This is an optimization exercise on Yosys and OpenROAD, whose aim is small area, not a production implementation.
At most, simulation tests tie the RTL to the original design; equivalence was not proved.
Power figures rest on the tool's default switching activity, not on a simulated workload.

== run A ==
## crc_link_engine
module crc_link_engine (
    input  wire        clk,
    input  wire        rst,           
    input  wire        host_wr,
    input  wire [15:0] host_addr,
    input  wire [7:0]  host_wdata,
    output reg  [7:0]  host_rdata,
    input  wire        rx_valid,
    input  wire [7:0]  rx_data,
    output reg         rx_ready,
    output wire        tx_valid,
    output reg  [7:0]  tx_data,
    input  wire        tx_ready,
    output wire        busy
);
clock: 10.0 ns
lec_check: 0
cap_margin: 20
core_margin: 2
core_utilization: 60
cts_buf_list: sky130_fd_sc_hd__clkbuf_8 sky130_fd_sc_hd__clkbuf_16
cts_cluster_diameter: 100
cts_cluster_size: 24
gpl_timing_driven: 0
place_density: 0.7
slew_margin: 20
synth_hierarchical: 1
synth_minimum_keep_size: 0
run.sh (not shown) runs the stock make flow with config.mk's settings and CLKGATE_MAP_FILE= SYNTH_SCRIPT=/design/flow/synth_recipe.tcl, a recipe that flattens the netlist after the stock synthesis.
Every stage of run A finished as expected; the final checks, on the other hand, flagged setup timing, which means the layout fails.
The following lists how run B was set up differently from run A:
-- flow/design.v --
<<< run A, line 75
    wire [7:0] bidx = host_addr[7:0];
    wire       in_buf = (host_addr[15:8] == 8'h01) && (bidx < resp_len);
    wire [8:0] wq  = {1'b0, wp} + 9'd247;
    wire [8:0] pa  = {1'b0, wp} + {1'b1, ~bidx};       
    wire [8:0] pb  = wq + {1'b1, ~bidx};               
    wire [7:0] pos = pa[8] ? pb[7:0] : pa[7:0];
    reg  [15:0] dh, dl;
    always @(*) begin
>>> run B, line 75
    wire [7:0] bidx = host_addr[7:0];
    wire       in_buf = (host_addr[15:8] == 8'h01) && (bidx < resp_len);
    function [8:0] add8;               
        input [7:0] x, y;
        reg [7:0] g, p, g1, p1, g2, p2, g3;
        begin
            g  = x & y;
            p  = x ^ y;
            g1 = g | (p & {g[6:0], 1'b0});
            p1 = p & {p[6:0], 1'b0};
            g2 = g1 | (p1 & {g1[5:0], 2'b0});
            p2 = p1 & {p1[5:0], 2'b0};
            g3 = g2 | (p2 & {g2[3:0], 4'b0});
            add8 = {g3[7], p ^ {g3[6:0], 1'b0}};
        end
    endfunction
    wire [7:0] wm9 = wp - 8'd9;
    wire [8:0] pa  = add8(wp, ~bidx);
    wire [8:0] pb  = add8(wm9, ~bidx);
    wire [7:0] pos = pa[8] ? pa[7:0] : pb[7:0];
    reg  [15:0] dh, dl;
    always @(*) begin
<<< run A, line 94
        for (gb = 0; gb < 8; gb = gb + 1) begin : rd
            wire [123:0] y;
            wire [30:0]  z1;
            wire [7:0]   z2;
            wire [1:0]   z3;
            for (gp = 0; gp < 123; gp = gp + 1) begin : pr
                cle_o22ai u (.a1(ring[16*gp + gb]), .a2(sb[2*gp]),
>>> run B, line 108
        for (gb = 0; gb < 8; gb = gb + 1) begin : rd
            wire [123:0] y;
            wire [61:0]  z1;          
            wire [15:0]  z2;          
            wire [3:0]   z3;          
            for (gp = 0; gp < 123; gp = gp + 1) begin : pr
                cle_o22ai u (.a1(ring[16*gp + gb]), .a2(sb[2*gp]),
<<< run A, line 102
            end
            cle_nor2 ul (.a(ring[8*(NB-1) + gb]), .b(sb[NB-1]), .y(y[123]));
            for (gp = 0; gp < 31; gp = gp + 1) begin : l1
                cle_or4 u (.a(y[4*gp]), .b(y[4*gp+1]), .c(y[4*gp+2]), .d(y[4*gp+3]), .y(z1[gp]));
            end
            for (gp = 0; gp < 7; gp = gp + 1) begin : l2
                cle_or4 u (.a(z1[4*gp]), .b(z1[4*gp+1]), .c(z1[4*gp+2]), .d(z1[4*gp+3]), .y(z2[gp]));
            end
            cle_or3 l2l (.a(z1[28]), .b(z1[29]), .c(z1[30]), .y(z2[7]));
            for (gp = 0; gp < 2; gp = gp + 1) begin : l3
                cle_or4 u (.a(z2[4*gp]), .b(z2[4*gp+1]), .c(z2[4*gp+2]), .d(z2[4*gp+3]), .y(z3[gp]));
            end
            assign buf_rd[gb] = ~(z3[0] | z3[1]);
        end
    endgenerate
>>> run B, line 116
            end
            cle_nor2 ul (.a(ring[8*(NB-1) + gb]), .b(sb[NB-1]), .y(y[123]));
            for (gp = 0; gp < 62; gp = gp + 1) begin : l1
                cle_nor2 u (.a(y[2*gp]), .b(y[2*gp+1]), .y(z1[gp]));
            end
            for (gp = 0; gp < 15; gp = gp + 1) begin : l2
                cle_nand4 u (.a(z1[4*gp]), .b(z1[4*gp+1]), .c(z1[4*gp+2]), .d(z1[4*gp+3]), .y(z2[gp]));
            end
            cle_nand2 l2l (.a(z1[60]), .b(z1[61]), .y(z2[15]));
            for (gp = 0; gp < 4; gp = gp + 1) begin : l3
                cle_nor4 u (.a(z2[4*gp]), .b(z2[4*gp+1]), .c(z2[4*gp+2]), .d(z2[4*gp+3]), .y(z3[gp]));
            end
            assign buf_rd[gb] = &z3;
        end
    endgenerate
<<< run A, line 407
    assign y = ~((a1 | a2) & (b1 | b2));
endmodule
module cle_or4 (input wire a, input wire b, input wire c, input wire d, output wire y);
    assign y = a | b | c | d;
endmodule
module cle_or3 (input wire a, input wire b, input wire c, output wire y);
    assign y = a | b | c;
endmodule
>>> run B, line 421
    assign y = ~((a1 | a2) & (b1 | b2));
endmodule
module cle_nand4 (input wire a, input wire b, input wire c, input wire d, output wire y);
    assign y = ~(a & b & c & d);
endmodule
module cle_nor4 (input wire a, input wire b, input wire c, input wire d, output wire y);
    assign y = ~(a | b | c | d);
endmodule
==> run notes <==
Nothing crashed in run B and all stages finished; the problem is that the final layout failed, the offending checks being setup timing.
Run B vs. run A: instance count of the mapped netlist increased by 4.4% relative to the old numbers, later-pin clock latency in the skew report ~0 delta, via count of the first global-routing pass down 824, number of gates resized after CTS went down.
Worst setup path endpoint = host_rdata[0]: run A; worst setup path endpoint = host_rdata[5]: run B
The run showing the greater least setup slack across all paths after layout is run A.
Higher internal power component goes to run A over run B.
Of run B and run A, the lower shortest period the worst path allows belongs to run A.
Of run B and run A, the lower total detailed-routing wirelength belongs to run B.
For run A, only the layout was checked, not whether the RTL still works.

==> what the ideal ports hide <==
The flow's constraints put no driver on any port. The routed layouts listed below were extracted and timed again, unchanged, in two steps.
Step 1: set_driving_cell puts a clkbuf_16 on clk and a buf_2 on each other input, an assumption about the parent block.
Step 2 times the ports against the registers' clock, not the clock port: input delays grow and output delays shrink by t, the midpoint of the rising clock arrivals with the driver on.
Three values: ideal, step 1, step 2; two values: the first two.
run	t (ns)	setup WS [ns]	hold slack, ns
run A	0.790	-0.008 / -0.072 / -0.072	0.336 / 0.336 / 0.336
run B	0.790	-0.016 / -0.038 / -0.038	0.338 / 0.338 / 0.338
The setup slack of run A, which loses most, moves by -0.064 ns with the drivers and by -0.064 ns with both steps.
